This design comes from an exercise in tuning for small area on the open sky130 flow, not from production work. Function was checked by simulation only, so behaviour that the tests miss may differ from the original. No activity file was given, so power comes from the tool's default toggle rates.

== violet ==
// slpc
module slpc (
    input  wire        clk,
    input  wire        rst_n,
    input  wire        bus_sel,
    input  wire        bus_we,
    input  wire [8:0]  bus_addr,
    input  wire [31:0] bus_wdata,
    output wire [31:0] bus_rdata,
    input  wire        line_i,
    output wire        line_o
);
Size in the first run: about 2300 cells after synthesis, about 550 flip-flops, roughly 79 I/O pins, ~0.022 sq mm of cells after synthesis.
export LEC_CHECK = 0
export CAP_MARGIN = 20
export CORE_MARGIN = 2
export CORE_UTILIZATION = 55
export GPL_TIMING_DRIVEN = 0
export SLEW_MARGIN = 20
export SYNTH_HIERARCHICAL = 1
export SYNTH_MINIMUM_KEEP_SIZE = 0
export BUFFER_PORTS_ARGS = -buffer_cell sky130_fd_sc_hd__buf_1
export CTS_ARGS = -sink_clustering_enable -repair_clock_nets -dont_use_dummy_load -sink_clustering_size 24 -sink_clustering_max_diameter 80
export REMOVE_ABC_BUFFERS = 1
export RECOVER_POWER = 100
export MATCH_CELL_FOOTPRINT = 0
create_clock -name core_clock -period 10.0 [get_ports {clk}]
standard.sh (not shown) runs the stock make flow with config.mk's settings and CLKGATE_MAP_FILE= SYNTH_SCRIPT=/design/flow/synth_recipe.tcl, a recipe that flattens the netlist after the stock synthesis.
==> flow/flow/run.sh <==
#!/bin/bash
# The standard ORFS layout (the standard.sh, standard synthesis unchanged) with
# layout options: input/output port buffers use sky130_fd_sc_hd__buf_1, the clock
# tree is built without dummy loads and with larger sink clusters, and the buffers
# that synthesis inserted are removed at floorplan (repair_design re-buffers as needed), and
# gates off the critical paths are downsized after global routing.
# ORFS writes each step's full log under orfs/logs/; make's own output goes to
# standard.log in this folder.
set -e
cat >> config.mk <<'EOF'
export BUFFER_PORTS_ARGS = -buffer_cell sky130_fd_sc_hd__buf_1
export CTS_ARGS = -sink_clustering_enable -repair_clock_nets -dont_use_dummy_load -sink_clustering_size 24 -sink_clustering_max_diameter 80
export REMOVE_ABC_BUFFERS = 1
export RECOVER_POWER = 100
export MATCH_CELL_FOOTPRINT = 0
EOF
bash standard.sh > standard.log 2>&1
Ran to the end and failed final checks on max-capacitance violations, max-slew violations: violet.
Input-level comparison between yarrow and violet:
diff --git a/flow/flow/run.sh b/flow/flow/run.sh
--- a/flow/flow/run.sh
+++ b/flow/flow/run.sh
@@ -5,2 +5 @@
-# that synthesis inserted are removed at floorplan (repair_design re-buffers as needed), and
-# gates off the critical paths are downsized after global routing.
+# that synthesis inserted are removed at floorplan (repair_design re-buffers as needed).
@@ -14,2 +12,0 @@
-export RECOVER_POWER = 100
-export MATCH_CELL_FOOTPRINT = 0
diff --git a/flow/config.mk b/flow/config.mk
--- a/flow/config.mk
+++ b/flow/config.mk
@@ -18,2 +17,0 @@
-export RECOVER_POWER = 100
-export MATCH_CELL_FOOTPRINT = 0
[summary]
yarrow reached the end of the flow, and the finished layout is clean on the timing, DRC and antenna checks.
Data arrival time at the worst-slack endpoint, yarrow and violet, higher one = violet.
Cell area: yarrow vs violet up about 0.54%
Met1 routed wirelength after detailed routing: lower on yarrow
Setup slack: lower on violet
As far as share of power burned in the clock network is concerned, violet and yarrow perform about the same.
Diff yarrow..violet | largest voltage drop on the vdd net | negligible
From violet to yarrow the numbers moved as follows: sequential power stayed essentially flat; fmax rose about 0.4%.
More vias were needed by violet than by yarrow.
Of the two values seen for endpoint of the most critical setup path, bus_rdata[4] was produced by violet and bus_rdata[7] by yarrow.
Between violet and yarrow, the switching fraction of total power does not differ in any meaningful way.

========
## build 32
Starting RTL as in the previous note.
// slpc
module slpc (
    input  wire        clk,
    input  wire        rst_n,
    input  wire        bus_sel,
    input  wire        bus_we,
    input  wire [8:0]  bus_addr,
    input  wire [31:0] bus_wdata,
    output wire [31:0] bus_rdata,
    input  wire        line_i,
    output wire        line_o
);
clock: 10.0 ns
lec_check: 0
cap_margin: 20
core_margin: 2
core_utilization: 55
gpl_timing_driven: 0
slew_margin: 20
synth_hierarchical: 1
synth_minimum_keep_size: 0
buffer_ports_args: -buffer_cell sky130_fd_sc_hd__buf_1
cts_args: -sink_clustering_enable -repair_clock_nets -dont_use_dummy_load -sink_clustering_size 20 -sink_clustering_max_diameter 60
==> flow/flow/run.sh <==
#!/bin/bash
# The standard ORFS layout (the standard.sh, standard synthesis unchanged) with
# two layout options: input/output port buffers use sky130_fd_sc_hd__buf_1, and the
# clock tree is built without dummy loads, with larger sink clusters.
# ORFS writes each step's full log under orfs/logs/; make's own output goes to
# standard.log in this folder.
set -e
cat >> config.mk <<'EOF'
export BUFFER_PORTS_ARGS = -buffer_cell sky130_fd_sc_hd__buf_1
export CTS_ARGS = -sink_clustering_enable -repair_clock_nets -dont_use_dummy_load -sink_clustering_size 20 -sink_clustering_max_diameter 60
EOF
bash standard.sh > standard.log 2>&1
The following lists how build 33 was set up differently from build 32:
- REMOVE_ABC_BUFFERS newly set to 1
- CTS_ARGS changed from -sink_clustering_enable -repair_clock_nets -dont_use_dummy_load -sink_clustering_size 20 -sink_clustering_max_diameter 60 to -sink_clustering_enable -repair_clock_nets -dont_use_dummy_load -buf_list sky130_fd_sc_hd__clkbuf_8 -sink_clustering_size 16 -sink_clustering_max_diameter 60
==> flow/flow/run.sh <==
#!/bin/bash
# The standard ORFS layout (the standard.sh, standard synthesis unchanged) with
# layout options: input/output port buffers use sky130_fd_sc_hd__buf_1, the clock
# tree is built without dummy loads and with larger sink clusters, and the buffers
# that synthesis inserted are removed at floorplan (repair_design re-buffers as needed).
# ORFS writes each step's full log under orfs/logs/; make's own output goes to
# standard.log in this folder.
set -e
cat >> config.mk <<'EOF'
export BUFFER_PORTS_ARGS = -buffer_cell sky130_fd_sc_hd__buf_1
export CTS_ARGS = -sink_clustering_enable -repair_clock_nets -dont_use_dummy_load -buf_list sky130_fd_sc_hd__clkbuf_8 -sink_clustering_size 16 -sink_clustering_max_diameter 60
export REMOVE_ABC_BUFFERS = 1
EOF
bash standard.sh > standard.log 2>&1
==> comparison <==
- Diff build 32 and build 33: filler cell count in the final layout lower in build 32
- Build 32 → build 33: setup slack rose 0.087 ns, total wire length after detailed routing fell 6.4%.
- Global-route usage: build 33 < build 32
- Build 33 vs build 32 on standby leakage power: build 33 is the lower one.
- Sort build 32 and build 33 by worst hold margin asc -> top: build 33
- Switching component of the power delta for build 33 relative to build 32: about 3.3% lower
- Build 33 gives less critical path depth than build 32 did.
- For total design power, dividing the value from build 33 by the value from build 32 gives 0.927.
What build 90 does differently from build 33 at the input level:
- a change of CTS_ARGS from -sink_clustering_enable -repair_clock_nets -dont_use_dummy_load -buf_list sky130_fd_sc_hd__clkbuf_8 -sink_clustering_size 16 -sink_clustering_max_diameter 60 to -sink_clustering_enable -repair_clock_nets -dont_use_dummy_load -sink_clustering_size 24 -sink_clustering_max_diameter 80
- a deleted REMOVE_ABC_BUFFERS that had been 1
==> flow/flow/run.sh <==
#!/bin/bash
# The standard ORFS layout (the standard.sh, standard synthesis unchanged) with
# two layout options: input/output port buffers use sky130_fd_sc_hd__buf_1, and the
# clock tree is built without dummy loads, with larger sink clusters.
# ORFS writes each step's full log under orfs/logs/; make's own output goes to
# standard.log in this folder.
set -e
cat >> config.mk <<'EOF'
export BUFFER_PORTS_ARGS = -buffer_cell sky130_fd_sc_hd__buf_1
export CTS_ARGS = -sink_clustering_enable -repair_clock_nets -dont_use_dummy_load -sink_clustering_size 24 -sink_clustering_max_diameter 80
EOF
bash standard.sh > standard.log 2>&1
--- outcome ---
The higher power density over the cells came out of build 90.
Per the comparison of build 90 with build 33, transition time of the tightest slew-check pin down 0.028 ns, post-route worst setup slack has decreased.
Xor/xnor share of the synthesized area came out exactly the same in build 33 and build 90.
Fmax: build 33 and build 90 compared, lower one is build 90
Build 33 → build 90: post-place instance area went up; final cell count went up; vias per cell went up.

what the ideal ports hide:
How much do the figures lean on ideal ports? The routed layouts below were timed once more, with nothing changed but the port constraints.
Step 1 (the two cells are an assumption about what drives the block):
set clk [get_ports {clk}]
set_driving_cell -lib_cell sky130_fd_sc_hd__clkbuf_16 $clk
set_driving_cell -lib_cell sky130_fd_sc_hd__buf_2 [delete_from_list [all_inputs] $clk]
Step 2 moves the port delays by t, midway between the first and last clock arrival at a register: inputs arrive t later, outputs are due t later. That takes back most of the time a late clock gives input paths.
a / b / c = ideal ports / drivers / drivers and shift; a / b = the first two.
| run | t, ns | setup slack, ns | worst setup path after step 2 | latest minus earliest clock arrival (ns) | worst register clock-pin slew, ns |
|---|---|---|---|---|---|
| violet | 0.653 | 0.579 / 0.516 / 0.092 | input to register | 0.073 / 0.073 | 0.10 / 0.10 |
| yarrow | 0.652 | 0.615 / 0.553 / 0.553 | input to output | 0.073 / 0.073 | 0.10 / 0.10 |
| build 32 | 0.612 | 0.491 / 0.465 / 0.465 | input to output | 0.068 / 0.068 | 0.09 / 0.09 |
| build 33 | 0.703 | 0.578 / 0.517 / 0.517 | input to output | 0.073 / 0.073 | 0.11 / 0.11 |
| build 90 | 0.657 | 0.407 / 0.381 / 0.381 | input to output | 0.048 / 0.047 | 0.10 / 0.10 |
The setup slack of violet, which loses most, moves by -0.063 ns with the drivers and by -0.487 ns with both steps.
